Source: an optimization exercise on an open RTL-to-GDS flow (aim: small area). Production flows keep margins and buffers that such runs may drop. Function was checked by simulation only, so behaviour that the tests miss may differ from the original. No driver is modelled on the clock port, so clocking that relies on it looks cheaper here than on a real chip. Power figures rest on the tool's default switching activity, not on a simulated workload.

File: flow/config.mk
export PLATFORM = sky130hd
export DESIGN_NAME = ung_rx_parser
export DESIGN_NICKNAME = ung_rx_parser
export VERILOG_FILES = /design/flow/design.v
export SDC_FILE = /design/flow/constraint.sdc
export NUM_CORES = 4
export LEC_CHECK = 0
export CAP_MARGIN = 20
export CORE_MARGIN = 2
export CORE_UTILIZATION = 32
export PLACE_DENSITY = 0.85
export SLEW_MARGIN = 20
File: flow/constraint.sdc
create_clock -name core_clock -period 10.0 [get_ports {clk}]
set_input_delay 2.0000 -clock core_clock [delete_from_list [all_inputs] [get_ports {clk}]]
set_output_delay 2.0000 -clock core_clock [all_outputs]
set_load 0.01 [all_outputs]
File: flow/design.v
module ung_rx_parser (
    input  wire        clk,
    input  wire        rst,           
    input  wire        rx_valid,
    input  wire [7:0]  rx_byte,
    output reg         evt_valid,
    output wire [7:0]  evt_addr,
    output wire [31:0] evt_w0,
    output wire [31:0] evt_volume,
    output wire [31:0] evt_amount,
    output wire [31:0] evt_price
);
    function [15:0] crc_step;
        input [15:0] c;
        input [7:0]  b;
        reg [7:0] x;
        begin
            x = c[15:8] ^ b;
            x = x ^ {4'd0, x[7:4]};
            crc_step = {c[7:0], 8'd0} ^ {x[3:0], 12'd0} ^ {3'd0, x, 5'd0} ^ {8'd0, x};
        end
    endfunction
    function [24:0] rca25;
        input [24:0] a;
        input [24:0] b;
        input        cin;
        integer i;
        reg c;
        begin
            c = cin;
            for (i = 0; i < 25; i = i + 1) begin
                rca25[i] = a[i] ^ b[i] ^ c;
                c = (a[i] & b[i]) | (c & (a[i] ^ b[i]));
            end
        end
    endfunction
    reg [5:0]  cnt;               
    reg [7:0]  win0, win1, win2;  
    reg [15:0] crc;               
    reg [7:0]  addr;
    reg        k_st, k_va, k_pr;  
    reg        first;             
    reg [26:0] acc;
    reg [26:0] hold;
    wire is_end = (rx_byte == 8'hFA);
    wire push   = rx_valid && !is_end;
    wire step   = push && (cnt >= 6'd3);    
    wire overflow = push && (cnt == 6'd63);
    wire at0  = (cnt == 6'd3);
    wire at2  = (cnt == 6'd5);
    wire at3  = (cnt == 6'd6);
    wire at4  = (cnt == 6'd7);
    wire at5  = (cnt == 6'd8);
    wire at8  = (cnt == 6'd11);
    wire at9  = (cnt == 6'd12);
    wire [3:0] nh = win0[7:4];
    wire [3:0] nl = win0[3:0];
    wire       bcd_ok = (nh <= 4'd9) && (nl <= 4'd9);
    wire va_win = k_va && (cnt >= 6'd8) && (cnt <= 6'd15);    
    wire pr_win = k_pr && (cnt >= 6'd9);                      
    wire [19:0] acc_m = first ? 20'd0 : acc[19:0];
    wire h30 = nh[3] & nh[0];
    wire [24:0] rw1 = {1'b0, acc_m, nh[2] | nh[3], nh[1] | nh[3], nh[0] | nh[3],
                       nh[1] | h30};
    wire [24:0] rw2 = {2'b0, acc_m, nh[3], nh[2] | nh[3], h30};
    wire [24:0] rw3 = {5'b0, acc_m};
    wire [24:0] csa_s = rw1 ^ rw2 ^ rw3;
    wire [24:0] csa_c = {(rw1[23:0] & rw2[23:0]) | (rw1[23:0] & rw3[23:0]) |
                         (rw2[23:0] & rw3[23:0]), nl[3] | nl[2]};
    wire [24:0] acc_hi = rca25(csa_s, csa_c, nl[3] | (nh[0] & nl[1]));
    wire [26:0] acc_next = {acc_hi, nl[1] ^ nh[0], nl[0]};
    wire        big = (acc >= 27'd1000000);
    wire va_next = k_va && (win0 == 8'h04);    
    wire crc_match = (crc == {win1, win0});
    wire decode_ok = crc_match &&
                     ((k_st && cnt >= 6'd9) ||
                      (k_va && cnt >= 6'd16) ||
                      (k_pr && cnt >= 6'd10));
    always @(posedge clk) begin
        if (rst) begin
            cnt       <= 6'd0;
            evt_valid <= 1'b0;
        end else begin
            evt_valid <= rx_valid && is_end && decode_ok;
            if (rx_valid) begin
                if (is_end)
                    cnt <= 6'd0;
                else if (cnt != 6'd63)
                    cnt <= cnt + 6'd1;
            end
        end
    end
    always @(posedge clk) begin
        if (push) begin
            win0 <= win1;
            win1 <= win2;
            win2 <= rx_byte;
        end
        if (step) begin
            crc <= crc_step(at0 ? 16'hFFFF : crc, win0);
            first <= (at4 && va_next) || (at8 && k_va) || (at5 && !k_va);
            if (at0) addr <= win0;
            if (at2) begin
                k_st <= (win0 == 8'h81);
                k_pr <= (win0 == 8'h83);
                k_va <= 1'b0;
            end
            if (at3) begin
                k_st <= k_st && (win0 >= 8'd2);
                k_va <= k_st && (win0 >= 8'd8);
            end
            if (at4) begin
                k_st <= k_st && (win0 == 8'h00);
                k_va <= va_next;
            end
            if (at5)
                hold[7:0] <= win0;
            if (at9 && k_va)
                hold <= acc;
            if (va_win || pr_win) begin
                acc <= acc_next;
                if (!bcd_ok || (pr_win && !first && big)) begin
                    k_va <= 1'b0;
                    k_pr <= 1'b0;
                end
            end
            if (overflow) begin
                k_st <= 1'b0;
                k_va <= 1'b0;
                k_pr <= 1'b0;
            end
        end
    end
    assign evt_addr   = addr;
    assign evt_w0     = {11'd0, k_pr & hold[4], {4{k_pr}} & hold[3:0],
                         {8{k_st}} & hold[7:0], 2'b00,
                         k_pr, k_pr, k_pr, k_va, k_va, k_st};
    assign evt_volume = {5'd0, {27{k_va}} & hold};
    assign evt_amount = {5'd0, {27{k_va}} & acc};
    assign evt_price  = {5'd0, {27{k_pr}} & acc};
endmodule
File: flow/flow/run.sh
#!/bin/bash
# The standard layout (standard.sh: standard synthesis, floorplan, place,
# CTS, route, finish) with these changes:
#  - the port buffers that global placement inserts use the smallest buffer
#    cell instead of the default one;
#  - clock tree synthesis uses clkbuf_8 leaf buffers under a clkbuf_16 root,
#    no dummy loads, and H-tree
#    leaves of up to CTS_LEAF_SINKS registers (flow/cts.py runs ORFS's cts.tcl
#    after setting that limit, which clock_tree_synthesis has no option for).
# Every ORFS step writes its full log under orfs/logs/ (the CTS step's log is
# orfs/logs/.../4_1_cts.log); make's own output goes to make_*.log here.
set -euo pipefail
here=$(pwd)
args=(
  "SKIP_REPAIR_TIE_FANOUT=1"
  "BUFFER_PORTS_ARGS=-buffer_cell sky130_fd_sc_hd__buf_1"
  "CTS_ARGS=-sink_clustering_enable -repair_clock_nets -dont_use_dummy_load -buf_list sky130_fd_sc_hd__clkbuf_8 -root_buf sky130_fd_sc_hd__clkbuf_16"
)
export CTS_LEAF_SINKS=20
bash standard.sh "${args[@]}" place > make_place.log 2>&1
bash standard.sh "${args[@]}" "RUN_SCRIPT=$here/flow/cts.py" RUN_LOG_NAME_STEM=4_1_cts run > make_cts.log 2>&1
test -f orfs/results/sky130hd/ung_rx_parser/base/4_1_cts.odb
bash standard.sh "${args[@]}" finish > make_finish.log 2>&1
File: flow/flow/cts.py
import os
from openroad import Design, Tech

tech = Tech()
design = Design(tech)
design.getTritonCts().getParms().setNumMaxLeafSinks(int(os.environ["CTS_LEAF_SINKS"]))
design.evalTclString("source $::env(SCRIPTS_DIR)/cts.tcl")
File: flow/standard.sh
#!/bin/bash
# synth_recipe.tcl (not shown) runs the flow's synth.tcl, then flattens the netlist and writes it again
# the make line also repeats each setting of config.mk as NAME=value (left out here)
make -C /OpenROAD-flow-scripts/flow DESIGN_CONFIG=/design/flow/config.mk WORK_HOME=/design/flow/orfs CLKGATE_MAP_FILE= SYNTH_SCRIPT=/design/flow/synth_recipe.tcl "${@:-finish}"
==> results of run 1 <==
==> power by group <==
group	total (mW)	leakage (nW)	internal, mW	switching [mW]
clock network	0.311	0.111	0.159	0.151
registers	0.537	1.03	0.528	0.00817
logic	0.0733	1.47	0.0296	0.0437
==> cell families (layout without fill, tap and decap cells) <==
logic type,Yosys count,after routing,share of synthesized area (%)
compound gates,56,56,5.28
xor+xnor,55,55,7.04
fa+ha+maj,50,50,13.4
buf+inv,81,170,6.76
flops,113,113,48.5
mux,9,9,1.46
other cells,1,1,0.0548
simple gates,190,190,17.4
==> layout by cell type (no fill, tap or decap), drive strengths merged, types with 2 or more instances in the layout <==
cell and n:
nor2b 17, ha 11, o21ai 9, o21a 3, a21o 2, nor4b 2, or2 3, or4 5
xnor2 31, nor4 6, nor3 4, edfxtp 106, nand2b 5, o41ai 2, inv 16, dfxtp 7
mux2 8, nor2 15, nand4 5, nand4bb 2, a21oi 21, a32oi 2, o21bai 2, nand3 6
a211oi 2, clkbuf 9, nand2 14, o31ai 4, and4 3, or3 3, xor2 24, a2111oi 2
buf 144, and2 96, fa 39
==> per-stage QoR <==
| step | util, % | setup TNS, ns |
|---|---|---|
| floorplan | - | 0 |
| global placement | 35.2 | 0 |
| detailed placement | 35.2 | -0.180 |
| global route | 36.7 | 0 |
| finish | 36.7 | 0 |
==> layer usage <==
metal | global-route usage (%) | part of all wire, %
met5 | 0 | 0
met3 | 3.36 | 7.6
met2 | 23.6 | 50
met1 | 17.6 | 39
met4 | 5.52 | 3.2
==> repair_timing <==
item                       in CTS  in global routing
buffers inserted                2                  3
setup endpoints to repair       1                  3
hold buffers                    0                  0
gates resized for setup         4                  9
pin swaps                       1                  1
==> sequential cells by signal (all words and copies together) (netlist names), 6 cells and up <==
signal / count
acc: 27
hold: 27
crc: 16
addr: 8
win0: 8
win1: 8
win2: 8
cnt: 6
==> final timing paths <==
check / from / end / slack [ns] / cells past startpoint
max reg2reg: first$_DFFE_PP_ / acc[26]$_DFFE_PP_ / 0.27 / 29
max: first$_DFFE_PP_ / acc[26]$_DFFE_PP_ / 0.27 / 29
min reg2reg: win2[6]$_DFFE_PP_ / win1[6]$_DFFE_PP_ / 0.43 / 0
min: win2[6]$_DFFE_PP_ / win1[6]$_DFFE_PP_ / 0.43 / 0
==> layout make-up <==
type,count,share of cell area [%]
Tap cell,275,4.46
Timing Repair Buffer,144,8.47
Sequential cell,113,43.0
Inverter,17,0.826
Multi-Input combinational cell,361,40.3
Clock buffer,9,2.92
==> metrics.md, run 1 <==
| Metric | Value |
|---|---|
| Status | complete, no violations |
| Worst path slowest cell | fa_1 |
| Crit path time final | 9.73 ns |
| Total Power | approximately 920 µW |
| Die X | around 150 µm |
| Pre-Repair DR Iteration Count | 6 |
| Finish-stage setup viols | 0 |
| Final Hold Viols | 0 |
| Slowest stage delay, CP | 0.58 ns |
| Post-Layout Inst Area | roughly 7700 µm² |
| Max-cap viol count | 0 |
| Vias | about 4500 |
| Gate count of the mapped netlist | ~560 |
| Die footprint | approximately 23000 µm² |
| Total Routing Usage GR | 14.1% |
| Peak fanout along the critical path | 3 |
| Post-Syn Area | 6850 µm² |
| Cell taking the most area after synthesis | edfxtp_1 |
| Pwr dens | roughly 120 nW/µm² |
| Worst Path Arrival | 9.83 ns |
| IO Pins | between 100 and 150 |
| Slew Limit Fails | 0 |
| Via/cell ratio | 4.95 |
| Gpl congestion | 0.867 |
| Area grow syn2layout | 12.8% |
| Syn nets | around 620 |
| Core box area | 21000 µm² |
| # diodes | 0 |
| Clk pin slew, worst setup/hold paths | approximately 0.090 ns |
| Routed WL | ~16000 µm |
| Post-Place Cells | around 900 |
| Most frequent CP cell | fa_2 |
| Crit share post-route | between 90% and 100% |
| DRC errors left | 0 |
| Most used DFF post-synth | edfxtp_1 |
| Area occupied by registers | about 3300 µm² |
| Worst-margin pin slew | 0.922 ns |
| Critical Path Start Type | register |
| Crit path required time | 10.10 ns |
| Fillcell total | 1981 |
| Initial antenna violation count | 0 |
| PortBufs | about 120 |
| ANT nets after route | 0 |
| Row cnt | 53 |
| Maximum VDD drop | approximately 0.075 mV |
| Synth cell count leaders | 106 x edfxtp_1, 95 x and2_1, 39 x fa_1 |
| Post-Syn Area per Cell | 12.3 µm² |
| Syn. warnings | 1 |
| Fraction of registers with async set/reset | 0% |
| Synth top area cells | edfxtp_1 46%, fa_1 11%, and2_1 8.7%, xnor2_1 4.0%, buf_4 3.8% |
| Clk_skew | between 0.02 and 0.03 ns |
| Area of the multi-input gates | ~3100 µm² |
| Pleak | around 2.6 nW |
| Setup WS pre-CTS | -0.180 ns |
| Worst-Skew Late Latency | approximately 0.36 ns |
| Critical path capture point type | register |
| Worst setup margin | 0.268 ns |
| Die Y | between 150 and 200 µm |
| Vias in the first global route | 4423 |
| Final Net Count | approximately 710 |
| Hold Slack | ~0.43 ns |
| Synth Register Bits | 113 |
| Worst path top cell family by delay | adder cells |
| HP Class | register to register |
| Slew Limit Headroom | between 30% and 40% |
| First-pass GRT wire length | 24200 µm |
| TritonCTS Buffers | 9 |
| Largest net degree at the start of global routing | between 50 and 60 |
| Crit path kind | register to register |
| Initial Utilization | 32.6% |
| Post-DR wirelength/cell | 17.5 µm |
| Top cell type's share of synthesized area | 46.5% |
| Most common cell in the netlist | edfxtp_1 |
| GR Overflow Total | 0 |
| Sequential area share after synthesis | 48.5% |
| CTS tree | built |
| Initial DRC Count | 463 |
| Achievable Freq | ~100 MHz |
| Worst Path Buf+Inv | 3 |
| CTS Sinks | 113 |
| Non-Filler Instances | about 900 |
| DP Wirelength | approximately 12000 µm |
| Fraction of layout cells with a size suffix above 1 | 10.7% |
| Post-synth EDFFs | approximately 110 |
| Placed instance area | around 7400 µm² |
| Cell variety after synth | between 50 and 60 |
| RSZ-0062 raised after global routing | false |
==> inputs of run 2 (changes only) <==
--- a/flow/config.mk
+++ b/flow/config.mk
@@ -9,3 +9,3 @@
 export CORE_MARGIN = 2
-export CORE_UTILIZATION = 32
+export CORE_UTILIZATION = 20
 export PLACE_DENSITY = 0.85
==> run 2 against run 1 <==
Effect of this change: still clean; total power shrank 1.2%; worst hold slack lost 0.0025 ns; final area grew 1.9%; final cell count grew 18%; critical path depth is the same; register-to-register slack is essentially flat; utilization shrank 13 points; critical endpoint unchanged; largest power group unchanged.
==> metrics.md, run 2 <==
| Metric | Value |
|---|---|
| Status | complete, no violations (unchanged) |
| Core box area | 33600 µm² (was 21000 µm²) |
| Finish-stage setup viols | 0 (unchanged) |
| Post-Syn Area per Cell | 12.3 µm² (unchanged) |
| Met3 wire len | 1280 µm (was 1220 µm) |
| Switch Pwr | 194 µW (was 203 µW) |
| Int Power | 716 µW (was 718 µW) |
| Fraction of registers with async set/reset | 0% (unchanged) |
| Total Routing Usage GR | 8.91% (was 14.1%) |
| Most frequent CP cell | fa_1 (was fa_2) |
| Reg power frac | 59.0% (was 58.3%) |
| Post-Layout Inst Area | 7870 µm² (was 7720 µm²) |
| Max-cap viol count | 0 (unchanged) |
| Slowest stage delay, CP | 0.51 ns (was 0.58 ns) |
| Commonest non-fill, non-tap cell in the layout | buf_1 (unchanged) |
| Fillcell total | 3486 (was 1981) |
| Top cell type's share of synthesized area | 46.5% (unchanged) |
| Crit path required time | 10.09 ns (was 10.10 ns) |
| Most common cell in the netlist | edfxtp_1 (unchanged) |
| Most frequent cells in the layout | 119 x buf_1, 106 x edfxtp_1, 95 x and2_1 (unchanged) |
| Synth top area cells | edfxtp_1 46%, fa_1 11%, and2_1 8.7%, xnor2_1 4.0%, buf_4 3.8% (unchanged) |
| Post-DR wirelength/cell | 15.1 µm (was 17.5 µm) |
| Most used DFF post-synth | edfxtp_1 (unchanged) |
| Combinational share of power | 7.7% (was 8.0%) |
| Vias | 4491 (was 4545) |
| Syn nets | 616 (unchanged) |
| Switching Share | 21.3% (was 22.1%) |
| Worst-margin pin slew | 1.11 ns (was 0.922 ns) |
| Worst Path Arrival | 9.82 ns (was 9.83 ns) |
| Peak fanout along the critical path | 3 (unchanged) |
| CTS Sinks | 113 (unchanged) |
| Pre-Repair DR Iteration Count | 7 (was 6) |
| Maximum VDD drop | 0.0671 mV (was 0.0751 mV) |
| Regs by FF count | acc x27, hold x27, crc x16 (unchanged) |
| Crit path time final | 9.73 ns (about the same) |
| DRC errors left | 0 (unchanged) |
| Sequential area share after synthesis | 48.5% (unchanged) |
| Gate count of the mapped netlist | 555 (unchanged) |
| Fraction of layout cells with a size suffix above 1 | 9.40% (was 10.7%) |
| Slew Limit Headroom | 26.1% (was 38.5%) |
| Clk_skew | 0.0158 ns (was 0.0271 ns) |
| Met2 wire len | 8040 µm (was 7980 µm) |
| Cell variety after synth | 59 (unchanged) |
| Placed instance area | 7600 µm² (was 7390 µm²) |
| Die X | 189 µm (was 150 µm) |
| Critical Path Start Type | register (unchanged) |
| Crit path kind | register to register (unchanged) |
| HP Class | register to register (unchanged) |
| Achievable Freq | 103 MHz (about the same) |
| Vias in the first global route | 4338 (was 4423) |
| Critical path capture point type | register (unchanged) |
| Total Power | 910 µW (was 921 µW) |
| Hold Slack | 0.423 ns (was 0.426 ns) |
| Die Y | 189 µm (was 150 µm) |
| Clk pwr share | 33.3% (was 33.7%) |
| Final Net Count | 701 (was 707) |
| Initial Utilization | 20.4% (was 32.6%) |
| Slew Limit Fails | 0 (unchanged) |
| Post-synth EDFFs | 106 (unchanged) |
| CTS hold repair buffers | 0 (unchanged) |
| Post-Syn Area | 6850 µm² (unchanged) |
| CTS tree | built (unchanged) |
| Pwr dens | 116 nW/µm² (was 119 nW/µm²) |
| Wire length on met1 | 6570 µm (was 6330 µm) |
| Area of the multi-input gates | 3100 µm² (was 3110 µm²) |
| Row cnt | 67 (was 53) |
| Area occupied by registers | 3320 µm² (unchanged) |
| DP Wirelength | 12400 µm (was 11700 µm) |
| Routed WL | 16500 µm (was 16000 µm) |
| Syn. warnings | 1 (unchanged) |
| IO Pins | 148 (unchanged) |
| Clk pin slew, worst setup/hold paths | 0.08 ns (was 0.09 ns) |
| Worst-Skew Late Latency | 0.35 ns (was 0.36 ns) |
| Final Hold Viols | 0 (unchanged) |
| First-pass GRT wire length | 24700 µm (was 24200 µm) |
| Synth cell count leaders | 106 x edfxtp_1, 95 x and2_1, 39 x fa_1 (unchanged) |
| Top routing layer used | met5 (was met4) |
| Cell taking the most area after synthesis | edfxtp_1 (unchanged) |
| GR Overflow Total | 0 (unchanged) |
| TritonCTS Buffers | 9 (unchanged) |
| Initial antenna violation count | 5 (was 0) |
| Fin util | 23.4% (was 36.7%) |
| Area grow syn2layout | 14.9% (was 12.8%) |
| Initial DRC Count | 404 (was 463) |
| ANT nets after route | 0 (unchanged) |
| Synth Register Bits | 113 (unchanged) |
| Largest net degree at the start of global routing | 56 (unchanged) |
| Via/cell ratio | 4.13 (was 4.95) |
| PortBufs | 119 (unchanged) |
| Crit share post-route | 97.3% (about the same) |
| Gpl congestion | 0.847 (was 0.867) |
| Worst path slowest cell | fa_1 (unchanged) |
| Die footprint | 35700 µm² (was 22600 µm²) |
| Pleak | 2.58 nW (was 2.61 nW) |
| RSZ-0062 raised after global routing | false (unchanged) |
## run 2: stage by stage
step	setup slack [ns]	instances	setup TNS (ns)
after floorplan	0.0358	555	0
after global placement	0.0538	1076	0
after detailed placement	-0.114	1076	-0.114
after global routing	0.0368	1086	0
final	0.269	1088	0
## run 2: area by class of cell
type	count	area share, %
repair buffers	138	7.49
well taps	448	7.13
flip-flops and latches	113	42.2
multi-input cells	361	39.4
clock buffers	9	2.86
inverters	17	0.811
diodes	2	0.0636
## run 2: critical path, delay by kind of cell, from the launching register on
| kind | cells | cell delay (ns) |
|---|---|---|
| adders and majority gates | 24 | 8.41 |
| and+or+nand+nor | 2 | 0.45 |
| DFF | 1 | 0.43 |
| buffers and inverters | 3 | 0.16 |
## run 2: path summary, 6_finish.rpt
check	slack [ns]	to	cells after the start	from
max reg2reg	0.27	acc[26]$_DFFE_PP_	29	first$_DFFE_PP_
max	0.27	acc[26]$_DFFE_PP_	29	first$_DFFE_PP_
min reg2reg	0.42	win1[4]$_DFFE_PP_	0	win2[4]$_DFFE_PP_
min	0.42	win1[4]$_DFFE_PP_	0	win2[4]$_DFFE_PP_
## run 2: kinds of logic after synthesis
group                    Yosys count  share of synthesized area (%)
flip-flops                       113                           48.5
other                              1                         0.0548
AO/OA/AOI/OAI                     56                           5.28
XOR/XNOR                          55                           7.04
adder cells (fa/ha/maj)           50                           13.4
buffers and inverters             81                           6.76
AND/OR/NAND/NOR                  190                           17.4
multiplexers                       9                           1.46
## run 2: timing repair
action | CTS | global route
endpoints found under the setup margin | 1 | 2
resized for setup | 4 | 6
pin swaps | 0 | 1
buffers inserted | 1 | 0
## run 2: metal layers
layer | vias up | global-route usage, %
met5 | - | 0
met4 | 6 | 4.00
met3 | 36 | 2.08
met2 | 188 | 15.0
met1 | 2224 | 10.8
li1 | 2037 | -
## run 2: power groups by stage
stage          clock (mW)  sequential (mW)  combinational [mW]
2_1_floorplan           0            0.543              0.0616
3_3_place_gp            0            0.546              0.0666
3_5_place_dp            0            0.547              0.0687
4_1_cts             0.307            0.536              0.0699
5_1_grt             0.321            0.537              0.0777
6_report            0.303            0.537              0.0703
==> inputs of run 3 (changes only) <==
--- a/flow/config.mk
+++ b/flow/config.mk
@@ -9,3 +9,3 @@
 export CORE_MARGIN = 2
-export CORE_UTILIZATION = 20
+export CORE_UTILIZATION = 25
 export PLACE_DENSITY = 0.85
==> run 3 against run 2 <==
Effect of this change: die area is 20% lower; flip-flop and latch count stayed put; worst hold slack improved by 0.0022 ns; critical path depth unchanged; final area shrank 1.7%; clock skew rose by 0.012 ns; non-clock buffer count down 1.
==> metrics.md, run 3 <==
| Metric | Value |
|---|---|
| Status | complete, no violations (unchanged) |
| Post-synth EDFFs | 106 (unchanged) |
| Achievable Freq | 103 MHz (about the same) |
| Crit share post-route | 97.0% (was 97.3%) |
| RSZ-0062 raised after global routing | false (unchanged) |
| Most frequent CP cell | fa_1 (unchanged) |
| # diodes | 0 (was 2) |
| CTS hold repair buffers | 0 (unchanged) |
| Gate count of the mapped netlist | 555 (unchanged) |
| Initial DRC Count | 370 (was 404) |
| R2R Setup Slk | 0.30 ns (was 0.27 ns) |
| Clk_skew | 0.0279 ns (was 0.0158 ns) |
| Sequential area share after synthesis | 48.5% (unchanged) |
| ANT nets after route | 0 (unchanged) |
| Area grow syn2layout | 13.0% (was 14.9%) |
| IO Pins | 148 (unchanged) |
| Post-DR wirelength/cell | 15.9 µm (was 15.1 µm) |
| GR Overflow Total | 0 (unchanged) |
| Hold EP | win1[5]$_DFFE_PP_ (was win1[4]$_DFFE_PP_) |
| Pre-Repair DR Iteration Count | 5 (was 7) |
| CTS Sinks | 113 (unchanged) |
| Hold Slack | 0.425 ns (was 0.423 ns) |
| Most common cell in the netlist | edfxtp_1 (unchanged) |
| Post-Syn Area per Cell | 12.3 µm² (unchanged) |
| Most used DFF post-synth | edfxtp_1 (unchanged) |
| TritonCTS Buffers | 9 (unchanged) |
| Worst path slowest cell | fa_1 (unchanged) |
| Worst r2r src | first$_DFFE_PP_ (unchanged) |
| Worst path top cell family by delay | adder cells (unchanged) |
| Cell taking the most area after synthesis | edfxtp_1 (unchanged) |
| Synth top area cells | edfxtp_1 46%, fa_1 11%, and2_1 8.7%, xnor2_1 4.0%, buf_4 3.8% (unchanged) |
| Row cnt | 60 (was 67) |
| Slew Limit Headroom | 29.4% (was 26.1%) |
| Clk pin slew, worst setup/hold paths | 0.07 ns (was 0.08 ns) |
| Critical path capture point type | register (unchanged) |
| Min-delay src | win2[5]$_DFFE_PP_ (was win2[4]$_DFFE_PP_) |
| Crit path required time | 10.11 ns (was 10.09 ns) |
| DRC errors left | 0 (unchanged) |
| First-pass GRT wire length | 23900 µm (was 24700 µm) |
| Crit path time final | 9.70 ns (was 9.73 ns) |
| Gpl congestion | 0.863 (was 0.847) |
| HP Class | register to register (unchanged) |
| Pwr dens | 119 nW/µm² (was 116 nW/µm²) |
| Post-Place Cells | 967 (was 1076) |
| Worst-Skew Late Latency | 0.36 ns (was 0.35 ns) |
| Die X | 169 µm (was 189 µm) |
| Synth cell count leaders | 106 x edfxtp_1, 95 x and2_1, 39 x fa_1 (unchanged) |
| Initial antenna violation count | 1 (was 5) |
| Largest net degree at the start of global routing | 49 (was 56) |
| Initial Utilization | 25.4% (was 20.4%) |
| Crit path kind | register to register (unchanged) |
| Vias | 4410 (was 4491) |
| Peak fanout along the critical path | 3 (unchanged) |
| CTS tree | built (unchanged) |
| Slowest stage delay, CP | 0.52 ns (was 0.51 ns) |
| Final Hold Viols | 0 (unchanged) |
| Synth Register Bits | 113 (unchanged) |
| Die Y | 169 µm (was 189 µm) |
| Fraction of layout cells with a size suffix above 1 | 9.73% (was 9.40%) |
| Syn nets | 616 (unchanged) |
| Syn. warnings | 1 (unchanged) |
| Worst-margin pin slew | 1.06 ns (was 1.11 ns) |
| Slew Limit Fails | 0 (unchanged) |
| Regs by FF count | acc x27, hold x27, crc x16 (unchanged) |
| PortBufs | 119 (unchanged) |
| Non-Filler Instances | 978 (was 1088) |
| Worst Path Arrival | 9.80 ns (was 9.82 ns) |
| Reg2Reg Depth | 29 (unchanged) |
| DP Wirelength | 11700 µm (was 12400 µm) |
| Commonest non-fill, non-tap cell in the layout | buf_1 (unchanged) |
| Cell variety after synth | 59 (unchanged) |
| Pleak | 2.57 nW (was 2.58 nW) |
| Post-Syn Area | 6850 µm² (unchanged) |
| Fraction of registers with async set/reset | 0% (unchanged) |
| Core box area | 27000 µm² (was 33600 µm²) |
| Hold Crit Depth | 0 (unchanged) |
| Final Net Count | 700 (was 701) |
| Total Routing Usage GR | 10.7% (was 8.91%) |
| Finish-stage setup viols | 0 (unchanged) |
| Die footprint | 28700 µm² (was 35700 µm²) |
| Top cell type's share of synthesized area | 46.5% (unchanged) |
| Via/cell ratio | 4.51 (was 4.13) |
| Maximum VDD drop | 0.0782 mV (was 0.0671 mV) |
| Critical Path Start Type | register (unchanged) |
| Vias in the first global route | 4290 (was 4338) |
| Worst Path Buf+Inv | 3 (unchanged) |
| RR Endpoint | acc[26]$_DFFE_PP_ (unchanged) |
| Most frequent cells in the layout | 119 x buf_1, 106 x edfxtp_1, 95 x and2_1 (unchanged) |
| Routed WL | 15500 µm (was 16500 µm) |
| Max-cap viol count | 0 (unchanged) |
run 3: cells by family after synthesis:
family	synth area share, %
other	0.0548
AO/OA/AOI/OAI	5.28
buffers and inverters	6.76
adder cells (fa/ha/maj)	13.4
XOR/XNOR	7.04
flip-flops	48.5
AND/OR/NAND/NOR	17.4
multiplexers	1.46
run 3: worst max path at each step:
stage	startpoint	to	slack [ns]	cells past startpoint
floorplan	first$_DFFE_PP_	acc[26]$_DFFE_PP_	0.04	30
global placement	first$_DFFE_PP_	acc[26]$_DFFE_PP_	0.11	30
detailed placement	first$_DFFE_PP_	acc[26]$_DFFE_PP_	-0.18	30
CTS	first$_DFFE_PP_	acc[26]$_DFFE_PP_	0.01	29
global route	first$_DFFE_PP_	acc[26]$_DFFE_PP_	0.02	29
finish	first$_DFFE_PP_	acc[26]$_DFFE_PP_	0.30	29
run 3: cell type report:
cell class	count	area, µm²
clock buffer	9	225
inverter	17	63.8
multi-input combinational	361	3110
fill	2708	19200
tap	341	427
timing repair buffer	137	582
sequential	113	3320
run 3: what timing repair did:
item | CTS | global route
setup endpoints to repair | 1 | 2
buffers inserted | 2 | 0
pin swaps | 0 | 0
cloned | 0 | 0
gates resized for setup | 6 | 8
run 3: power breakdown:
part	total (mW)	leakage, nW	internal [mW]	switching [mW]
Combinational	0.0696	1.43	0.0280	0.0416
Clock	0.310	0.111	0.159	0.151
Sequential	0.537	1.03	0.528	0.00846
Total	0.917	2.57	0.716	0.201
run 3: through the flow:
stage                     total power, mW  cell area, µm²  setup WS, ns  util, %  setup TNS [ns]
after detailed placement            0.616            7450        -0.184     27.6          -0.184
after floorplan                     0.605            6880        0.0358        -               0
after global placement              0.612            7450         0.114     27.6               0
after global routing                0.945            7730        0.0172     28.7               0
final                               0.917            7730         0.300     28.7               0
run 3: per-layer routing:
metal	share of wire, %	up-vias	GRT usage, %
met5	0.064	-	0
met4	3.3	2	4.24
met3	5.7	42	2.29
met2	50	175	17.9
met1	41	2161	13.5
li1	-	2030	-
==> inputs of run 4 (changes only) <==
--- a/flow/flow/run.sh
+++ b/flow/flow/run.sh
@@ -5,4 +5,3 @@
 #    cell instead of the default one;
-#  - clock tree synthesis uses clkbuf_8 leaf buffers under a clkbuf_16 root,
-#    no dummy loads, and H-tree
+#  - clock tree synthesis uses clkbuf_8 buffers, no dummy loads, and H-tree
 #    leaves of up to CTS_LEAF_SINKS registers (flow/cts.py runs ORFS's cts.tcl
@@ -16,3 +15,3 @@
   "BUFFER_PORTS_ARGS=-buffer_cell sky130_fd_sc_hd__buf_1"
-  "CTS_ARGS=-sink_clustering_enable -repair_clock_nets -dont_use_dummy_load -buf_list sky130_fd_sc_hd__clkbuf_8 -root_buf sky130_fd_sc_hd__clkbuf_16"
+  "CTS_ARGS=-sink_clustering_enable -repair_clock_nets -dont_use_dummy_load -buf_list sky130_fd_sc_hd__clkbuf_8"
 )
==> run 4 against run 3 <==
Effect of this change: still clean on timing, DRC and antenna; maximum frequency fell by 0.41%; area after synthesis did not move; non-clock buffer count did not move; utilization fell by 0.39 points; highest routed layer unchanged.
==> metrics.md, run 4 <==
| Metric | Value |
|---|---|
| Regs by FF count | acc x27, hold x27, crc x16 (unchanged) |
| ANT nets after route | 0 (unchanged) |
| TritonCTS Buffers | 9 (unchanged) |
| Initial Utilization | 25.4% (unchanged) |
| Initial antenna violation count | 1 (unchanged) |
| Final Net Count | 700 (unchanged) |
| Syn. warnings | 1 (unchanged) |
| Top cell type's share of synthesized area | 46.5% (unchanged) |
| Clk pin slew, worst setup/hold paths | 0.10 ns (was 0.07 ns) |
| Gate count of the mapped netlist | 555 (unchanged) |
| RR Endpoint | acc[26]$_DFFE_PP_ (unchanged) |
| First-pass GRT wire length | 23700 µm (was 23900 µm) |
| Largest net degree at the start of global routing | 49 (unchanged) |
| Clk_skew | 0.0430 ns (was 0.0279 ns) |
| Slew Limit Fails | 0 (unchanged) |
| Post-Syn Area | 6850 µm² (unchanged) |
| HP Class | register to register (unchanged) |
| IO Pins | 148 (unchanged) |
| Worst r2r src | first$_DFFE_PP_ (unchanged) |
| Hold Crit Depth | 0 (unchanged) |
| Achievable Freq | 103 MHz (about the same) |
| GR Overflow Total | 0 (unchanged) |
| Worst-Skew Late Latency | 0.38 ns (was 0.36 ns) |
| Gpl congestion | 0.863 (unchanged) |
| DRC errors left | 0 (unchanged) |
| Via/cell ratio | 4.49 (was 4.51) |
| Syn nets | 616 (unchanged) |
| CTS tree | built (unchanged) |
| Synth cell count leaders | 106 x edfxtp_1, 95 x and2_1, 39 x fa_1 (unchanged) |
| Core box area | 27000 µm² (unchanged) |
| Commonest non-fill, non-tap cell in the layout | buf_1 (unchanged) |
| Most used DFF post-synth | edfxtp_1 (unchanged) |
| Synth Register Bits | 113 (unchanged) |
| Slew Limit Headroom | 30.1% (was 29.4%) |
| Critical path capture point type | register (unchanged) |
| PortBufs | 119 (unchanged) |
| Vias | 4390 (was 4410) |
| Initial DRC Count | 396 (was 370) |
| Vias in the first global route | 4262 (was 4290) |
| Fin util | 28.3% (was 28.7%) |
| Crit path time final | 9.74 ns (was 9.70 ns) |
| Post-DR wirelength/cell | 15.7 µm (was 15.9 µm) |
| Worst setup startpoint | first$_DFFE_PP_ (unchanged) |
| Maximum VDD drop | 0.0567 mV (was 0.0782 mV) |
| Most common cell in the netlist | edfxtp_1 (unchanged) |
| Pleak | 2.53 nW (was 2.57 nW) |
| Finish-stage setup viols | 0 (unchanged) |
| Die X | 169 µm (unchanged) |
| Pre-Repair DR Iteration Count | 5 (unchanged) |
| Status | complete, no violations (unchanged) |
| Crit path kind | register to register (unchanged) |
| Hold Slack | 0.433 ns (was 0.425 ns) |
| Total Routing Usage GR | 10.6% (was 10.7%) |
| Critical Path Start Type | register (unchanged) |
| Crit path capture | acc[26]$_DFFE_PP_ (unchanged) |
| Routed WL | 15400 µm (was 15500 µm) |
| Slowest stage delay, CP | 0.52 ns (about the same) |
| Die footprint | 28700 µm² (unchanged) |
| Peak fanout along the critical path | 3 (unchanged) |
| Worst Path Arrival | 9.87 ns (was 9.80 ns) |
| Sequential area share after synthesis | 48.5% (unchanged) |
| Cell taking the most area after synthesis | edfxtp_1 (unchanged) |
| Pwr dens | 108 nW/µm² (was 119 nW/µm²) |
| Crit path required time | 10.13 ns (was 10.11 ns) |
| Crit share post-route | 97.4% (was 97.0%) |
| R2R Setup Slk | 0.26 ns (was 0.30 ns) |
| Post-synth EDFFs | 106 (unchanged) |
| Post-Syn Area per Cell | 12.3 µm² (unchanged) |
| Fraction of registers with async set/reset | 0% (unchanged) |
| Die Y | 169 µm (unchanged) |
| Cell variety after synth | 59 (unchanged) |
| Worst path slowest cell | fa_1 (unchanged) |
| Fraction of layout cells with a size suffix above 1 | 9.58% (was 9.73%) |
| Synth top area cells | edfxtp_1 46%, fa_1 11%, and2_1 8.7%, xnor2_1 4.0%, buf_4 3.8% (unchanged) |
| Reg2Reg Depth | 29 (unchanged) |
| Most frequent cells in the layout | 119 x buf_1, 106 x edfxtp_1, 95 x and2_1 (unchanged) |
| # diodes | 0 (unchanged) |
| Most frequent CP cell | fa_1 (unchanged) |
| DP Wirelength | 11700 µm (unchanged) |
| Area grow syn2layout | 11.4% (was 13.0%) |
| Row cnt | 60 (unchanged) |
| Max-cap viol count | 0 (unchanged) |
| Worst-margin pin slew | 1.05 ns (was 1.06 ns) |
| Final Hold Viols | 0 (unchanged) |
| Setup WS pre-CTS | -0.184 ns (unchanged) |
| Worst setup margin | 0.260 ns (was 0.300 ns) |
| CTS Sinks | 113 (unchanged) |
[run 4: cells by family (layout without fill, tap and decap cells)]
family | Yosys count | in the layout | synth area share (%)
simple gates | 190 | 190 | 17.4
other cells | 1 | 1 | 0.0548
mux | 9 | 9 | 1.46
buf+inv | 81 | 163 | 6.76
flops | 113 | 113 | 48.5
fa+ha+maj | 50 | 50 | 13.4
xor+xnor | 55 | 55 | 7.04
compound gates | 56 | 56 | 5.28
[run 4: power breakdown]
part / internal (mW) / switching [mW]
sequential: 0.528 / 0.00842
combinational: 0.0280 / 0.0411
clock: 0.0814 / 0.137
total: 0.638 / 0.186
[run 4: final cells by class]
| type | instances | area, µm² |
|---|---|---|
| Fill cell | 2714 | 19300 |
| Tap cell | 341 | 427 |
| Inverter | 17 | 63.8 |
| Multi-Input combinational cell | 361 | 3110 |
| Timing Repair Buffer | 137 | 582 |
| Clock buffer | 9 | 124 |
| Sequential cell | 113 | 3320 |
[run 4: metal layers]
metal,vias to the layer above,global-route usage (%),part of all wire (%)
li1,2028,-,-
met1,2160,13.4,41
met2,165,17.7,50
met3,35,2.03,5.2
met4,2,4.57,3.2
met5,-,0,0.065
[run 4: worst min-delay path by stage]
stage | startpoint | end | slack, ns
3_3_place_gp | win2[0]$_DFFE_PP_ | win1[0]$_DFFE_PP_ | 0.41
6_report | win2[5]$_DFFE_PP_ | win1[5]$_DFFE_PP_ | 0.43
4_1_cts | win2[5]$_DFFE_PP_ | win1[5]$_DFFE_PP_ | 0.43
2_1_floorplan | win2[0]$_DFFE_PP_ | win1[0]$_DFFE_PP_ | 0.40
3_5_place_dp | win2[4]$_DFFE_PP_ | win1[4]$_DFFE_PP_ | 0.40
5_1_grt | win2[5]$_DFFE_PP_ | win1[5]$_DFFE_PP_ | 0.46
[run 4: stage by stage]
step / power [mW] / instances / area [µm²] / setup TNS (ns)
5_1_grt: 0.854 / 978 / 7630 / -0.0135
2_1_floorplan: 0.605 / 555 / 6880 / 0
3_5_place_dp: 0.616 / 967 / 7450 / -0.184
6_report: 0.824 / 978 / 7630 / 0
3_3_place_gp: 0.612 / 967 / 7450 / 0
[run 4: critical path: cells and delay by family (launching register included)]
family        cells  cell delay (ns)
fa+ha+maj        24             8.39
simple gates      2             0.47
flops             1             0.46
buf+inv           3             0.18
[run 4: timing repair]
item / in CTS / in global routing
setup buffers: 2 / 0
hold buffers: 0 / 0
resized for setup: 6 / 7
setup endpoints to repair: 1 / 2
==> inputs of run 5 (changes only) <==
--- a/flow/flow/run.sh
+++ b/flow/flow/run.sh
@@ -3,4 +3,6 @@
 # CTS, route, finish) with these changes:
+#  - the constant outputs share one tie cell (SKIP_REPAIR_TIE_FANOUT=1)
+#    instead of one tie cell each;
 #  - the port buffers that global placement inserts use the smallest buffer
-#    cell instead of the default one;
+#    cell (buf_1) instead of the default one;
 #  - clock tree synthesis uses clkbuf_8 buffers, no dummy loads, and H-tree
--- a/flow/config.mk
+++ b/flow/config.mk
@@ -10,3 +10,3 @@
 export CORE_UTILIZATION = 25
-export PLACE_DENSITY = 0.85
+export PLACE_DENSITY = 0.75
 export SLEW_MARGIN = 20
==> run 5 against run 4 <==
Effect of this change: non-clock buffer count is 2 higher; largest cell class unchanged; utilization is 0.083 points higher; still clean on timing, DRC and antenna; routed wire length is 0.35% higher; clock-buffer cell count stayed put; first-iteration DRC count is 39% lower; final area is 0.30% higher; highest routed layer unchanged; total power is 1.1% higher; global-route usage is 0.22 points higher; maximum frequency is 0.11% higher; via count is 0.23% lower; sequential share of layout area is 0.13 points lower; synthesized cell count stayed put.
==> metrics.md, run 5 <==
| Metric | Value |
|---|---|
| Cell variety after synth | 59 (unchanged) |
| Routed WL | 15400 µm (about the same) |
| Die footprint | 28700 µm² (unchanged) |
| Fraction of layout cells with a size suffix above 1 | 9.86% (was 9.58%) |
| Placed instance area | 7460 µm² (was 7450 µm²) |
| Post-Syn Area per Cell | 12.3 µm² (unchanged) |
| Worst Path Arrival | 9.86 ns (was 9.87 ns) |
| Area of the multi-input gates | 3110 µm² (unchanged) |
| Worst r2r src | win0[7]$_DFFE_PP_ (was first$_DFFE_PP_) |
| Pwr dens | 109 nW/µm² (was 108 nW/µm²) |
| Syn. warnings | 1 (unchanged) |
| RR Endpoint | acc[26]$_DFFE_PP_ (unchanged) |
| Via/cell ratio | 4.47 (was 4.49) |
| Vias in the first global route | 4215 (was 4262) |
| Non-Filler Instances | 980 (was 978) |
| GR Overflow Total | 0 (unchanged) |
| Most frequent cells in the layout | 119 x buf_1, 106 x edfxtp_1, 95 x and2_1 (unchanged) |
| CTS tree | built (unchanged) |
| Post-DR wirelength/cell | 15.7 µm (about the same) |
| Worst Path Buf+Inv | 3 (unchanged) |
| Fillcell total | 2712 (was 2714) |
| Post-Place Cells | 968 (was 967) |
| Max-cap viol count | 0 (unchanged) |
| Pleak | 2.54 nW (was 2.53 nW) |
| Largest net degree at the start of global routing | 62 (was 49) |
| Crit path time final | 9.73 ns (was 9.74 ns) |
| Initial Utilization | 25.4% (unchanged) |
| Area occupied by registers | 3320 µm² (unchanged) |
| Post-Layout Inst Area | 7650 µm² (was 7630 µm²) |
| Initial DRC Count | 240 (was 396) |
| Synth Register Bits | 113 (unchanged) |
| Slowest stage delay, CP | 0.57 ns (was 0.52 ns) |
| PortBufs | 119 (unchanged) |
| Clk_skew | 0.0233 ns (was 0.0430 ns) |
| Commonest non-fill, non-tap cell in the layout | buf_1 (unchanged) |
| Worst-Skew Late Latency | 0.38 ns (about the same) |
| Post-Syn Area | 6850 µm² (unchanged) |
| Worst-margin pin slew | 0.896 ns (was 1.05 ns) |
| Finish-stage setup viols | 0 (unchanged) |
| Crit path kind | register to register (unchanged) |
| Pre-Repair DR Iteration Count | 5 (unchanged) |
| Min-delay src | win2[6]$_DFFE_PP_ (was win2[5]$_DFFE_PP_) |
| Die Y | 169 µm (unchanged) |
| Hold Crit Depth | 0 (unchanged) |
| # diodes | 0 (unchanged) |
| Gpl congestion | 0.823 (was 0.863) |
| Area grow syn2layout | 11.8% (was 11.4%) |
| Peak fanout along the critical path | 5 (was 3) |
| Crit share post-route | 97.3% (was 97.4%) |
| Clk pin slew, worst setup/hold paths | 0.11 ns (was 0.10 ns) |
| ANT nets after route | 0 (unchanged) |
| Synth cell count leaders | 106 x edfxtp_1, 95 x and2_1, 39 x fa_1 (unchanged) |
| Initial antenna violation count | 1 (unchanged) |
| Total Routing Usage GR | 10.8% (was 10.6%) |
| DP Wirelength | 11700 µm (about the same) |
| Achievable Freq | 103 MHz (about the same) |
| Top cell type's share of synthesized area | 46.5% (unchanged) |
| Slew Limit Headroom | 40.3% (was 30.1%) |
| Hold EP | win1[6]$_DFFE_PP_ (was win1[5]$_DFFE_PP_) |
| RSZ-0062 raised after global routing | false |
| Core box area | 27000 µm² (unchanged) |
| HP Class | register to register (unchanged) |
| DRC errors left | 0 (unchanged) |
| Slew Limit Fails | 0 (unchanged) |
| Synth top area cells | edfxtp_1 46%, fa_1 11%, and2_1 8.7%, xnor2_1 4.0%, buf_4 3.8% (unchanged) |
| Most common cell in the netlist | edfxtp_1 (unchanged) |
| Fraction of registers with async set/reset | 0% (unchanged) |
| Post-synth EDFFs | 106 (unchanged) |
| Reg2Reg Depth | 29 (unchanged) |
| Hold Slack | 0.431 ns (was 0.433 ns) |
| TritonCTS Buffers | 9 (unchanged) |
| Status | complete, no violations (unchanged) |
| Final Hold Viols | 0 (unchanged) |
| Critical Path Start Type | register (unchanged) |
| Crit path required time | 10.13 ns (about the same) |
| Most used DFF post-synth | edfxtp_1 (unchanged) |
| Critical path capture point type | register (unchanged) |
| Syn nets | 616 (unchanged) |
| CTS hold repair buffers | 0 (unchanged) |
| Worst path slowest cell | fa_1 (unchanged) |
| IO Pins | 148 (unchanged) |
| Cell taking the most area after synthesis | edfxtp_1 (unchanged) |
| CTS Sinks | 113 (unchanged) |
| Row cnt | 60 (unchanged) |
| Die X | 169 µm (unchanged) |
| Worst path top cell family by delay | adder cells (unchanged) |
| Vias | 4380 (was 4390) |
| Final Net Count | 702 (was 700) |
| Regs by FF count | acc x27, hold x27, crc x16 (unchanged) |
| Gate count of the mapped netlist | 555 (unchanged) |
| R2R Setup Slk | 0.27 ns (was 0.26 ns) |
| Maximum VDD drop | 0.0519 mV (was 0.0567 mV) |
| First-pass GRT wire length | 24000 µm (was 23700 µm) |
| Most frequent CP cell | fa_1 (unchanged) |
| Sequential area share after synthesis | 48.5% (unchanged) |
==> run 5: metal layers <==
metal | global-route usage (%) | part of all wire [%]
met5 | 0 | 0.084
met4 | 3.98 | 2.5
met3 | 2.12 | 5.9
met1 | 13.7 | 41
met2 | 18.2 | 50
==> run 5: kinds of logic (layout without fill, tap and decap cells) <==
| logic type | Yosys count | count (layout) | share of synthesized area [%] |
|---|---|---|---|
| compound gates | 56 | 56 | 5.28 |
| xor+xnor | 55 | 55 | 7.04 |
| fa+ha+maj | 50 | 50 | 13.4 |
| buf+inv | 81 | 165 | 6.76 |
| flops | 113 | 113 | 48.5 |
| mux | 9 | 9 | 1.46 |
| other cells | 1 | 1 | 0.0548 |
| simple gates | 190 | 190 | 17.4 |
==> run 5: power breakdown <==
part / switching (mW) / internal (mW) / leakage, nW
clock network: 0.146 / 0.0816 / 0.0647
logic: 0.0417 / 0.0283 / 1.44
registers: 0.00788 / 0.528 / 1.03
total: 0.195 / 0.638 / 2.54
==> run 5: metrics by stage <==
step	setup WS [ns]	util [%]	total power, mW	TNS, ns
after global routing	0.0109	28.4	0.861	0
after global placement	0.0561	27.7	0.614	0
after floorplan	0.0358	-	0.605	0
final	0.271	28.4	0.833	0
after detailed placement	-0.159	27.7	0.615	-0.159
==> run 5: layout make-up <==
type / count / share of cell area [%]
sequential: 113 / 43.4
multi-input combinational: 361 / 40.6
timing repair buffer: 139 / 7.90
tap: 341 / 5.58
clock buffer: 9 / 1.62
inverter: 17 / 0.834
==> run 5: worst max-delay path by stage <==
stage	start	end	slack [ns]	cells after the start
CTS	first$_DFFE_PP_	acc[26]$_DFFE_PP_	0.03	29
detailed placement	first$_DFFE_PP_	acc[26]$_DFFE_PP_	-0.16	29
floorplan	first$_DFFE_PP_	acc[26]$_DFFE_PP_	0.04	30
global placement	first$_DFFE_PP_	acc[26]$_DFFE_PP_	0.06	29
finish	win0[7]$_DFFE_PP_	acc[26]$_DFFE_PP_	0.27	29
global route	win0[7]$_DFFE_PP_	acc[26]$_DFFE_PP_	0.01	29
==> run 5: repair_timing <==
item | in CTS | in global routing
resized for setup | 3 | 9
buffers inserted | 1 | 1
hold endpoints to repair | 0 | 0
endpoints found under the setup margin | 1 | 2
==> inputs of run 6 (changes only) <==
--- a/flow/config.mk
+++ b/flow/config.mk
@@ -10,3 +10,4 @@
 export CORE_UTILIZATION = 25
-export PLACE_DENSITY = 0.75
+export PLACE_DENSITY = 0.85
 export SLEW_MARGIN = 20
+export TNS_END_PERCENT = 0
==> run 6 against run 5 <==
Effect of this change: still clean on timing, DRC and antenna; maximum frequency decreased by 0.11%; first-iteration DRC count increased by 65%; routed wire length decreased by 0.35%; flip-flop and latch count unchanged; critical path depth unchanged; area after synthesis unchanged; clock-buffer cell count unchanged; worst setup slack got worse by 0.011 ns; clock skew increased by 0.020 ns; total power decreased by 1.1%; critical path type unchanged; critical endpoint unchanged; highest routed layer unchanged.
==> metrics.md, run 6 <==
| Metric | Value |
|---|---|
| Area grow syn2layout | 11.4% (was 11.8%) |
| Regs by FF count | acc x27, hold x27, crc x16 (unchanged) |
| Worst path slowest cell | fa_1 (unchanged) |
| Worst Path Arrival | 9.87 ns (was 9.86 ns) |
| ANT nets after route | 0 (unchanged) |
| Synth Area in Compound Gates | 5.28% (unchanged) |
| Status | complete, no violations (unchanged) |
| Vias | 4390 (was 4380) |
| Critical Path Start Type | register (unchanged) |
| Fraction of registers with async set/reset | 0% (unchanged) |
| Synth cell count leaders | 106 x edfxtp_1, 95 x and2_1, 39 x fa_1 (unchanged) |
| CTS Sinks | 113 (unchanged) |
| Final Net Count | 700 (was 702) |
| Pre-Repair DR Iteration Count | 5 (unchanged) |
| Cell taking the most area after synthesis | edfxtp_1 (unchanged) |
| Syn. warnings | 1 (unchanged) |
| Mux contribution to synthesized area | 1.46% (unchanged) |
| Crit path required time | 10.13 ns (about the same) |
| Achievable Freq | 103 MHz (about the same) |
| Die X | 169 µm (unchanged) |
| Post-Layout Inst Area | 7630 µm² (was 7650 µm²) |
| Wire length on met1 | 6350 µm (was 6340 µm) |
| Slew Limit Fails | 0 (unchanged) |
| Slowest stage delay, CP | 0.52 ns (was 0.57 ns) |
| Core box area | 27000 µm² (unchanged) |
| IO Pins | 148 (unchanged) |
| Non-Filler Instances | 978 (was 980) |
| Post-Syn Area per Cell | 12.3 µm² (unchanged) |
| Maximum VDD drop | 0.0567 mV (was 0.0519 mV) |
| Peak fanout along the critical path | 3 (was 5) |
| TritonCTS Buffers | 9 (unchanged) |
| R2R Setup Slk | 0.26 ns (was 0.27 ns) |
| Crit share post-route | 97.4% (was 97.3%) |
| DRC errors left | 0 (unchanged) |
| Worst-Skew Late Latency | 0.38 ns (about the same) |
| Commonest non-fill, non-tap cell in the layout | buf_1 (unchanged) |
| Gate count of the mapped netlist | 555 (unchanged) |
| Post-Synth XOR/XNOR Area | 7.04% (unchanged) |
| Top routing layer used | met5 (unchanged) |
| HP Class | register to register (unchanged) |
| Worst path top cell family by delay | adder cells (unchanged) |
| Most used DFF post-synth | edfxtp_1 (unchanged) |
| Total Routing Usage GR | 10.6% (was 10.8%) |
| Top cell type's share of synthesized area | 46.5% (unchanged) |
| Die Y | 169 µm (unchanged) |
| Final Hold Viols | 0 (unchanged) |
| Most frequent cells in the layout | 119 x buf_1, 106 x edfxtp_1, 95 x and2_1 (unchanged) |
| Placed instance area | 7450 µm² (was 7460 µm²) |
| Critical path capture point type | register (unchanged) |
| Worst-margin pin slew | 1.05 ns (was 0.896 ns) |
| Met2 wire len | 7710 µm (was 7760 µm) |
| Crit path kind | register to register (unchanged) |
| Post-Place Cells | 967 (was 968) |
| Synth Register Bits | 113 (unchanged) |
| Initial antenna violation count | 1 (unchanged) |
| Slew Limit Headroom | 30.1% (was 40.3%) |
| Vias in the first global route | 4262 (was 4215) |
| Sequential area share after synthesis | 48.5% (unchanged) |
| Largest family of logic cells by synthesized area | simple AND/OR/NAND/NOR gates (unchanged) |
| Gpl congestion | 0.863 (was 0.823) |
| Syn nets | 616 (unchanged) |
| Crit path time final | 9.74 ns (was 9.73 ns) |
| GR Overflow Total | 0 (unchanged) |
| Initial Utilization | 25.4% (unchanged) |
| Clk pin slew, worst setup/hold paths | 0.10 ns (was 0.11 ns) |
| Largest net degree at the start of global routing | 49 (was 62) |
| Initial DRC Count | 396 (was 240) |
| First-pass GRT wire length | 23700 µm (was 24000 µm) |
| Finish-stage setup viols | 0 (unchanged) |
| Synth top area cells | edfxtp_1 46%, fa_1 11%, and2_1 8.7%, xnor2_1 4.0%, buf_4 3.8% (unchanged) |
| Most common cell in the netlist | edfxtp_1 (unchanged) |
| Via/cell ratio | 4.49 (was 4.47) |
| Fraction of layout cells with a size suffix above 1 | 9.58% (was 9.86%) |
| CTS tree | built (unchanged) |
| Pwr dens | 108 nW/µm² (was 109 nW/µm²) |
| Post-synth EDFFs | 106 (unchanged) |
| Simple-Gate Fraction of Synth Area | 17.4% (unchanged) |
| DP Wirelength | 11700 µm (about the same) |
| Max-cap viol count | 0 (unchanged) |
| Post-Syn Area | 6850 µm² (unchanged) |
| Post-synthesis adder-cell area fraction | 13.4% (unchanged) |
| Routed WL | 15400 µm (about the same) |
| Die footprint | 28700 µm² (unchanged) |
| Met3 wire len | 806 µm (was 917 µm) |
| Post-DR wirelength/cell | 15.7 µm (about the same) |
| PortBufs | 119 (unchanged) |
| Cell variety after synth | 59 (unchanged) |
| # diodes | 0 (unchanged) |
| Row cnt | 60 (unchanged) |
| Most frequent CP cell | fa_1 (unchanged) |
| Clk_skew | 0.0430 ns (was 0.0233 ns) |
| Pleak | 2.53 nW (was 2.54 nW) |
| Worst Path Buf+Inv | 3 (unchanged) |
-- run 6: where the power goes --
part	internal (mW)	switching, mW	total [mW]
clock	0.0814	0.137	0.218
sequential	0.528	0.00842	0.537
combinational	0.0280	0.0411	0.0691
-- run 6: final cells by class --
class / instances / area, µm²
Sequential cell: 113 / 3320
Timing Repair Buffer: 137 / 582
Fill cell: 2714 / 19300
Clock buffer: 9 / 124
Tap cell: 341 / 427
Inverter: 17 / 63.8
Multi-Input combinational cell: 361 / 3110
-- run 6: logic make-up after synthesis --
| family | Yosys count |
|---|---|
| compound gates | 56 |
| simple gates | 190 |
| fa+ha+maj | 50 |
| xor+xnor | 55 |
| other cells | 1 |
| mux | 9 |
| buf+inv | 81 |
| flops | 113 |
-- run 6: timing repair --
| item | CTS | global route |
|---|---|---|
| setup endpoints to repair | 1 | 2 |
| pin swaps | 0 | 0 |
| resized for setup | 6 | 7 |
| hold buffers | 0 | 0 |
| buffers inserted | 2 | 0 |
| cloned | 0 | 0 |
-- run 6: worst reg2reg max path, delay by kind of cell, from the launching register on --
family / cells / cell delay (ns)
fa+ha+maj: 24 / 8.39
buf+inv: 3 / 0.18
flops: 1 / 0.46
simple gates: 2 / 0.47
-- run 6: final timing paths --
kind	startpoint	endpoint	cells after the start
hold reg to reg	win2[5]$_DFFE_PP_	win1[5]$_DFFE_PP_	0
hold / removal	win2[5]$_DFFE_PP_	win1[5]$_DFFE_PP_	0
setup reg to reg	first$_DFFE_PP_	acc[26]$_DFFE_PP_	29
setup / recovery	first$_DFFE_PP_	acc[26]$_DFFE_PP_	29
-- run 6: layer usage --
layer	vias to the layer above	global-route usage [%]
met3	35	2.03
met5	-	0
met4	2	4.57
li1	2028	-
met1	2160	13.4
met2	165	17.7
-- run 6: metrics by stage --
| step | utilization, % | power (mW) | setup WS, ns | hold WS, ns | setup TNS [ns] |
|---|---|---|---|---|---|
| global placement | 27.6 | 0.612 | 0.114 | 0.406 | 0 |
| finish | 28.3 | 0.824 | 0.260 | 0.433 | 0 |
| global route | 28.3 | 0.854 | -0.0135 | 0.455 | -0.0135 |
| floorplan | - | 0.605 | 0.0358 | 0.400 | 0 |
| detailed placement | 27.6 | 0.616 | -0.184 | 0.405 | -0.184 |
==> inputs of run 7 (changes only) <==
--- a/flow/config.mk
+++ b/flow/config.mk
@@ -10,4 +10,4 @@
 export CORE_UTILIZATION = 25
+export GPL_ROUTABILITY_DRIVEN = 0
 export PLACE_DENSITY = 0.85
 export SLEW_MARGIN = 20
-export TNS_END_PERCENT = 0
==> run 7 against run 6 <==
Effect of this change: first-iteration DRC count is the same; critical endpoint unchanged; register-to-register slack is essentially flat; via count is the same; clock-buffer cell count is the same; worst setup slack is the same; clock skew is the same; sequential share of layout area is the same; highest routed layer unchanged.
==> metrics.md, run 7 <==
| Metric | Value |
|---|---|
| Status | complete, no violations (unchanged) |
| Post-synth EDFFs | 106 (unchanged) |
| Row cnt | 60 (unchanged) |
| Die Y | 169 µm (unchanged) |
| Die footprint | 28700 µm² (unchanged) |
| Commonest non-fill, non-tap cell in the layout | buf_1 (unchanged) |
| Switching Share | 22.6% (unchanged) |
| R2R Setup Slk | 0.26 ns (about the same) |
| First-pass GRT wire length | 23700 µm (unchanged) |
| Hold Crit Depth | 0 (unchanged) |
| Syn nets | 616 (unchanged) |
| Slew Limit Headroom | 30.1% (unchanged) |
| Finish-stage setup viols | 0 (unchanged) |
| Critical path capture point type | register (unchanged) |
| Crit path time final | 9.74 ns (unchanged) |
| Achievable Freq | 103 MHz (unchanged) |
| Peak fanout along the critical path | 3 (unchanged) |
| Clk pin slew, worst setup/hold paths | 0.10 ns (about the same) |
| Cell taking the most area after synthesis | edfxtp_1 (unchanged) |
| Slew Limit Fails | 0 (unchanged) |
| # diodes | 0 (unchanged) |
| Worst-margin pin slew | 1.05 ns (unchanged) |
| Total Routing Usage GR | 10.6% (unchanged) |
| Fraction of registers with async set/reset | 0% (unchanged) |
| Initial antenna violation count | 1 (unchanged) |
| Slowest stage delay, CP | 0.52 ns (about the same) |
| TritonCTS Buffers | 9 (unchanged) |
| Gate count of the mapped netlist | 555 (unchanged) |
| RR Endpoint | acc[26]$_DFFE_PP_ (unchanged) |
| Core box area | 27000 µm² (unchanged) |
| Post-Syn Area | 6850 µm² (unchanged) |
| Non-Filler Instances | 978 (unchanged) |
| Pre-Repair DR Iteration Count | 5 (unchanged) |
| Crit share post-route | 97.4% (unchanged) |
| Reg power frac | 65.1% (about the same) |
| Sequential area share after synthesis | 48.5% (unchanged) |
| Worst path slowest cell | fa_1 (unchanged) |
| Setup WS pre-CTS | -0.184 ns (unchanged) |
| Final Hold Viols | 0 (unchanged) |
| Switch Pwr | 186 µW (unchanged) |
| Most used DFF post-synth | edfxtp_1 (unchanged) |
| Most common cell in the netlist | edfxtp_1 (unchanged) |
| Final Net Count | 700 (unchanged) |
| HP Class | register to register (unchanged) |
| Worst r2r src | first$_DFFE_PP_ (unchanged) |
| PortBufs | 119 (unchanged) |
| IO Pins | 148 (unchanged) |
| Worst Path Arrival | 9.87 ns (about the same) |
| Largest family of logic cells by synthesized area | simple AND/OR/NAND/NOR gates (unchanged) |
| Initial DRC Count | 396 (unchanged) |
| DRC errors left | 0 (unchanged) |
| Min-delay src | win2[5]$_DFFE_PP_ (unchanged) |
| Largest net degree at the start of global routing | 49 (unchanged) |
| Initial Utilization | 25.4% (unchanged) |
| Most frequent cells in the layout | 119 x buf_1, 106 x edfxtp_1, 95 x and2_1 (unchanged) |
| Synth cell count leaders | 106 x edfxtp_1, 95 x and2_1, 39 x fa_1 (unchanged) |
| Via/cell ratio | 4.49 (unchanged) |
| Post-Synth XOR/XNOR Area | 7.04% (unchanged) |
| Max-cap viol count | 0 (unchanged) |
| Mux contribution to synthesized area | 1.46% (unchanged) |
| Area grow syn2layout | 11.4% (unchanged) |
| Top cell type's share of synthesized area | 46.5% (unchanged) |
| Fraction of layout cells with a size suffix above 1 | 9.58% (unchanged) |
| DP Wirelength | 11700 µm (unchanged) |
| Sum Neg Setup Slack | 0 ns (unchanged) |
| Vias in the first global route | 4262 (unchanged) |
| Synth Register Bits | 113 (unchanged) |
| Maximum VDD drop | 0.0567 mV (unchanged) |
| Regs by FF count | acc x27, hold x27, crc x16 (unchanged) |
| Combinational share of power | 8.4% (about the same) |
| Synth top area cells | edfxtp_1 46%, fa_1 11%, and2_1 8.7%, xnor2_1 4.0%, buf_4 3.8% (unchanged) |
| Crit path required time | 10.13 ns (about the same) |
| Simple-Gate Fraction of Synth Area | 17.4% (unchanged) |
| CTS Sinks | 113 (unchanged) |
| Worst-Skew Late Latency | 0.38 ns (about the same) |
| Post-DR wirelength/cell | 15.7 µm (unchanged) |
| Die X | 169 µm (unchanged) |
| Routed WL | 15400 µm (unchanged) |
| Int Power | 638 µW (unchanged) |
| Pleak | 2.53 nW (unchanged) |
| Post-Place Cells | 967 (unchanged) |
| Synth Area in Compound Gates | 5.28% (unchanged) |
| GR Overflow Total | 0 (unchanged) |
| ANT nets after route | 0 (unchanged) |
| Crit path kind | register to register (unchanged) |
| Pwr dens | 108 nW/µm² (unchanged) |
| Vias | 4390 (unchanged) |
| Hold Slack | 0.433 ns (unchanged) |
| Post-synthesis adder-cell area fraction | 13.4% (unchanged) |
| Syn. warnings | 1 (unchanged) |
| Clk_skew | 0.0430 ns (unchanged) |
| CTS tree | built (unchanged) |
| Cell variety after synth | 59 (unchanged) |
| Post-Syn Area per Cell | 12.3 µm² (unchanged) |
| Hold EP | win1[5]$_DFFE_PP_ (unchanged) |
| Clk pwr share | 26.5% (about the same) |
| Most frequent CP cell | fa_1 (unchanged) |
| Worst setup margin | 0.260 ns (unchanged) |
| Reg2Reg Depth | 29 (unchanged) |
| Critical Path Start Type | register (unchanged) |
run 7: power by group through the flow:
| stage | Clock (mW) | Sequential [mW] | Combinational (mW) |
|---|---|---|---|
| final | 0.218 | 0.537 | 0.0691 |
| after global routing | 0.238 | 0.537 | 0.0776 |
| after CTS | 0.221 | 0.536 | 0.0693 |
| after detailed placement | 0 | 0.547 | 0.0687 |
| after global placement | 0 | 0.546 | 0.0660 |
| after floorplan | 0 | 0.543 | 0.0616 |
run 7: metrics by stage:
stage | total power, mW | cell area, µm² | util (%)
3_3_place_gp | 0.612 | 7450 | 27.6
3_5_place_dp | 0.616 | 7450 | 27.6
6_report | 0.824 | 7630 | 28.3
5_1_grt | 0.854 | 7630 | 28.3
2_1_floorplan | 0.605 | 6880 | -
run 7: area by class of cell:
type                    instances  area (µm²)
inverters                      17        63.8
repair buffers                137         582
multi-input cells             361        3110
fillers                      2714       19300
clock buffers                   9         124
flip-flops and latches        113        3320
well taps                     341         427
run 7: worst max-delay path: cells and delay by family, from the launching register on:
family        cells  cell delay [ns]
flops             1             0.46
simple gates      2             0.47
buf+inv           3             0.18
fa+ha+maj        24             8.39
run 7: repair_timing:
| action | in CTS | in global routing |
|---|---|---|
| setup endpoints to repair | 1 | 2 |
| cloned | 0 | 0 |
| buffers inserted | 2 | 0 |
| hold buffers | 0 | 0 |
| resized for setup | 6 | 7 |
run 7: routing by layer:
metal / global-route usage [%] / part of all wire, % / up-vias
met5: 0 / 0.065 / -
met4: 4.57 / 3.2 / 2
met3: 2.03 / 5.2 / 35
met2: 17.7 / 50 / 165
met1: 13.4 / 41 / 2160
li1: - / - / 2028
run 7: cell families (layout without fill, tap and decap cells):
group,count (synthesis),after routing
fa+ha+maj,50,50
mux,9,9
buf+inv,81,163
xor+xnor,55,55
simple gates,190,190
compound gates,56,56
flops,113,113
other cells,1,1
run 7: how the worst max path moves through the flow:
stage,endpoint,depth (start not counted),from,slack (ns)
2_1_floorplan,acc[26]$_DFFE_PP_,30,first$_DFFE_PP_,0.04
3_3_place_gp,acc[26]$_DFFE_PP_,30,first$_DFFE_PP_,0.11
3_5_place_dp,acc[26]$_DFFE_PP_,30,first$_DFFE_PP_,-0.18
4_1_cts,acc[26]$_DFFE_PP_,29,first$_DFFE_PP_,0.03
5_1_grt,acc[26]$_DFFE_PP_,29,first$_DFFE_PP_,-0.01
6_report,acc[26]$_DFFE_PP_,29,first$_DFFE_PP_,0.26

[separate check: timing with driven ports]
Ports are ideal in the flow. The routed layouts listed here were re-timed in OpenROAD.
Step 1: set_driving_cell puts a clkbuf_16 on clk and a buf_2 on each other input, an assumption about the parent block.
Step 2 times the ports against the registers' clock, not the clock port: input delays grow and output delays shrink by t, the midpoint of the rising clock arrivals with the driver on.
a / b / c = ideal / step 1 / step 2; a / b = the first two.
run | t, ns | slack for setup (ns) | worst setup path after step 2 | cell pins on the clock port's net
run 1 | 0.391 | 0.268 / 0.268 / 0.268 | register to register | 1
run 2 | 0.377 | 0.269 / 0.269 / 0.269 | register to register | 1
run 3 | 0.385 | 0.300 / 0.300 / 0.300 | register to register | 1
run 4 | 0.395 | 0.260 / 0.260 / 0.260 | register to register | 1
run 5 | 0.409 | 0.271 / 0.271 / 0.271 | register to register | 1
run 6 | 0.395 | 0.260 / 0.260 / 0.260 | register to register | 1
run 7 | 0.395 | 0.260 / 0.260 / 0.260 | register to register | 1
After both steps every run listed still meets setup and hold.
